Context: an optimization exercise on an open-source flow, tuned for small area. The choices shown serve that exercise and are no tape-out recipe.
The RTL was checked by simulation tests, not by an equivalence proof against the original design.
No activity file was given, so power comes from the tool's default toggle rates.

## run 1
==> flow/design.v (excerpt) <==
module irfc_core (
    input  wire       clk,
    input  wire       rst,        
    input  wire       tick,       
    input  wire       ir_in,      
    input  wire       estop_in,   
    output wire [1:0] dir_a,
    output wire [1:0] dir_b,
    output wire [7:0] pwm_a,
    output wire [7:0] pwm_b,
    output wire       acc_out,
    output wire [2:0] act_out
);
    localparam [2:0] A_STOP  = 3'd0;
    localparam [2:0] A_FWD   = 3'd1;
    localparam [2:0] A_BWD   = 3'd2;
    localparam [2:0] A_LEFT  = 3'd3;
    localparam [2:0] A_RIGHT = 3'd4;
    localparam [2:0] A_SPDUP = 3'd5;
    localparam [2:0] A_SLOW  = 3'd6;
    localparam [2:0] A_ACC   = 3'd7;
    localparam [1:0] S_IDLE     = 2'd0;
    localparam [1:0] S_DISPATCH = 2'd1;
    localparam [1:0] S_ACT      = 2'd2;
    localparam [1:0] S_SETTLE   = 2'd3;
    localparam [5:0] IDX_ZERO   = 6'd14;
    localparam [5:0] IDX_BOOT   = 6'd0;
    reg        ir_q, estop_q;
    reg [1:0]  seq;
    reg [13:0] cnt;         
    reg [5:0]  idx;
    reg        ok;          
  ...
For scale: ~320 cells after synthesis, ~29 I/O pins, ~2300 um2 of cells after synthesis.
export LEC_CHECK = 0
export CAP_MARGIN = 20
export CORE_MARGIN = 2
export CORE_UTILIZATION = 40
export SLEW_MARGIN = 20
export BUFFER_PORTS_ARGS = -buffer_cell sky130_fd_sc_hd__buf_1
export CTS_ARGS = -sink_clustering_enable -repair_clock_nets -dont_use_dummy_load
create_clock -name core_clock -period 10.0 [get_ports {clk}]
standard.sh (not shown) runs the stock make flow with config.mk's settings and CLKGATE_MAP_FILE= SYNTH_SCRIPT=/design/flow/synth_recipe.tcl, a recipe that flattens the netlist after the stock synthesis.
==> flow/flow/run.sh <==
#!/bin/bash
# Own layout flow: the standard synthesis, then an area re-mapping of its
# combinational logic (registers kept as they are, by name and cell type),
# then the standard ORFS layout with small port buffers and a lean clock tree.
# Every tool's full output goes to a log file of its own in this folder.
set -euo pipefail
W=$PWD
F=$W/flow
R=$W/orfs/results/$FLOW_PLATFORM/irfc_core/base
YOSYS=$(command -v yosys || echo $FLOW_HOME/../tools/install/yosys/bin/yosys)
LIB=$FLOW_HOME/platforms/$FLOW_PLATFORM/lib/sky130_fd_sc_hd__tt_025C_1v80.lib

# layout settings beyond config.mk's
cat >> config.mk <<'CFG'
export BUFFER_PORTS_ARGS = -buffer_cell sky130_fd_sc_hd__buf_1
export CTS_ARGS = -sink_clustering_enable -repair_clock_nets -dont_use_dummy_load
CFG
[ -f $F/extra.mk ] && cat $F/extra.mk >> config.mk

# 1. the standard synthesis
bash standard.sh synth > $W/log_1_synth.log 2>&1

# 2. re-map its combinational logic for area, and prove it unchanged
cp $R/1_2_yosys.v $W/std_netlist.v
if REMAP_LIB=$LIB REMAP_IN=$W/std_netlist.v REMAP_OUT=$W/remap_netlist.v \
   REMAP_SCRIPT="${REMAP_SCRIPT-+strash;&get,-n;&deepsyn,-T,30;&put;dch,-f;map,-a;}" \
   $YOSYS -c $F/remap.tcl > $W/log_2_remap.log 2>&1 &&
   REMAP_LIB=$LIB GOLD=$W/std_netlist.v GATE=$W/remap_netlist.v \
   $YOSYS -c $F/equiv.tcl > $W/log_3_equiv.log 2>&1; then
  cp $W/remap_netlist.v $R/1_2_yosys.v
  rm -f $R/1_synth.odb $R/1_synth.sdc
  echo "remapped netlist in use"
else
  echo "remap or its proof failed: standard netlist kept"
fi

# 3. the standard layout from there
bash standard.sh > $W/log_4_layout.log 2>&1
==> flow/flow/remap.tcl <==
# Re-map the combinational logic of the standard synthesis netlist for area.
# Registers (and their instance names and cell types) are kept as they are.
yosys -import
set lib $::env(REMAP_LIB)
set in  $::env(REMAP_IN)
set out $::env(REMAP_OUT)
read_liberty -ignore_miss_func $lib
read_verilog $in
hierarchy -top irfc_core
# keep every sequential cell as an instance
set fh [open $in r]; set txt [read $fh]; close $fh
foreach c [lsort -unique [regexp -all -inline {sky130_fd_sc_hd__(?:df|edf|sdf|sedf)[a-z0-9_]+} $txt]] {
  setattr -mod -set keep_hierarchy 1 $c
}
flatten
opt_clean -purge
set dont {}
foreach p {*lpflow* *probe* *clkdly* *dlygate* *dlymetal* *clkbuf_* *clkinv*} { lappend dont -dont_use $p }
if {[info exists ::env(REMAP_SCRIPT)] && $::env(REMAP_SCRIPT) ne ""} { abc -liberty $lib {*}$dont -script $::env(REMAP_SCRIPT) } else { abc -liberty $lib {*}$dont }
opt_clean -purge
hilomap -singleton -hicell sky130_fd_sc_hd__conb_1 HI -locell sky130_fd_sc_hd__conb_1 LO
insbuf -buf sky130_fd_sc_hd__buf_1 A X
opt_clean -purge
select -module irfc_core
write_verilog -noattr -noexpr -nohex -nodec -selected $out
tee -o $out.stat stat -liberty $lib
Other scripts of this flow, unchanged in this note and not shown: flow/flow/equiv.tcl
What run 2 does differently from run 1 at the input level:
--- a/flow/flow/run.sh
+++ b/flow/flow/run.sh
@@ -24,5 +24,5 @@
 cp $R/1_2_yosys.v $W/std_netlist.v
 if REMAP_LIB=$LIB REMAP_IN=$W/std_netlist.v REMAP_OUT=$W/remap_netlist.v \
-   REMAP_SCRIPT="${REMAP_SCRIPT-+strash;&get,-n;&deepsyn,-T,30;&put;dch,-f;map,-a;}" \
+   REMAP_SCRIPT="${REMAP_SCRIPT-+strash;&get,-n;&deepsyn,-T,30;&dch,-f;&nf,-R,1000,-p;&put;}" \
    $YOSYS -c $F/remap.tcl > $W/log_2_remap.log 2>&1 &&
    REMAP_LIB=$LIB GOLD=$W/std_netlist.v GATE=$W/remap_netlist.v \
Results
Relative to run 1, delay of the slowest cell on the worst path increased by 0.22 ns in run 2. Taking run 1 as the reference, in run 2 non-filler instance count after layout fell by 15%, part of the total power dissipated in sequential elements fell by 0.2 points. In run 2 the combinational share of power turned out 0.3 points lower than in run 1. Placed standard-cell area, run 2 vs run 1: down by a few percent. On switching part of the total power: between run 1 and run 2, it ends up lower for run 1. Overall power: run 2 vs run 1 up 0.0000047 W. Run 2 vs run 1 — total number of vias dropped by a little under 10%. STATUS cell area after layout: run 2 wins against run 1.
Changes in run 3 relative to run 2:
Settings: CTS_ARGS now -sink_clustering_enable -repair_clock_nets -dont_use_dummy_load -buf_list sky130_fd_sc_hd__clkbuf_8 -root_buf sky130_fd_sc_hd__clkbuf_8 -sink_clustering_size 50 -sink_clustering_max_diameter 500, was -sink_clustering_enable -repair_clock_nets -dont_use_dummy_load.
==> flow/flow/extra.mk (new file) <==
export CTS_ARGS = -sink_clustering_enable -repair_clock_nets -dont_use_dummy_load -buf_list sky130_fd_sc_hd__clkbuf_8 -root_buf sky130_fd_sc_hd__clkbuf_8 -sink_clustering_size 50 -sink_clustering_max_diameter 500
Notes after the runs:
- Diff run 2 -> run 3: sequential cell count about even, worst setup slack about even, relative slew slack about even, fraction of power consumed by sequential logic about even, final HPWL from detailed placement about even.
- Run 3 -> run 2: cell count of the worst hold path delta 0, exact match
- Re count of placed standard cells including taps: no difference whatsoever between run 3 and run 2.
- Reported for run 3 and run 2, placed instance area turned out identical to the last digit.
- Count of multi-input combinational gates: run 3 vs run 2 identical

-- port drivers added, routing unchanged --
How much do the figures lean on ideal ports? The routed layouts below were timed once more, with nothing changed but the port constraints. Step 1 (the two cells are an assumption about what drives the block):
set clk [get_ports {clk}]
set_driving_cell -lib_cell sky130_fd_sc_hd__clkbuf_16 $clk
set_driving_cell -lib_cell sky130_fd_sc_hd__buf_2 [delete_from_list [all_inputs] $clk]
Step 2 moves the port delays by t, midway between the first and last clock arrival at a register: inputs arrive t later, outputs are due t later. That takes back most of the time a late clock gives input paths. Slacks: ideal / step 1 / step 2; pairs: ideal / step 1.
| run | t (ns) | setup slack, ns | worst slew at a driven data input, ns |
|---|---|---|---|
| run 1 | 0.311 | 5.913 / 5.920 / 5.609 | 0.03 |
| run 2 | 0.322 | 5.509 / 5.519 / 5.197 | 0.03 |
| run 3 | 0.322 | 5.509 / 5.519 / 5.197 | 0.03 |
After both steps every run listed still meets setup and hold.
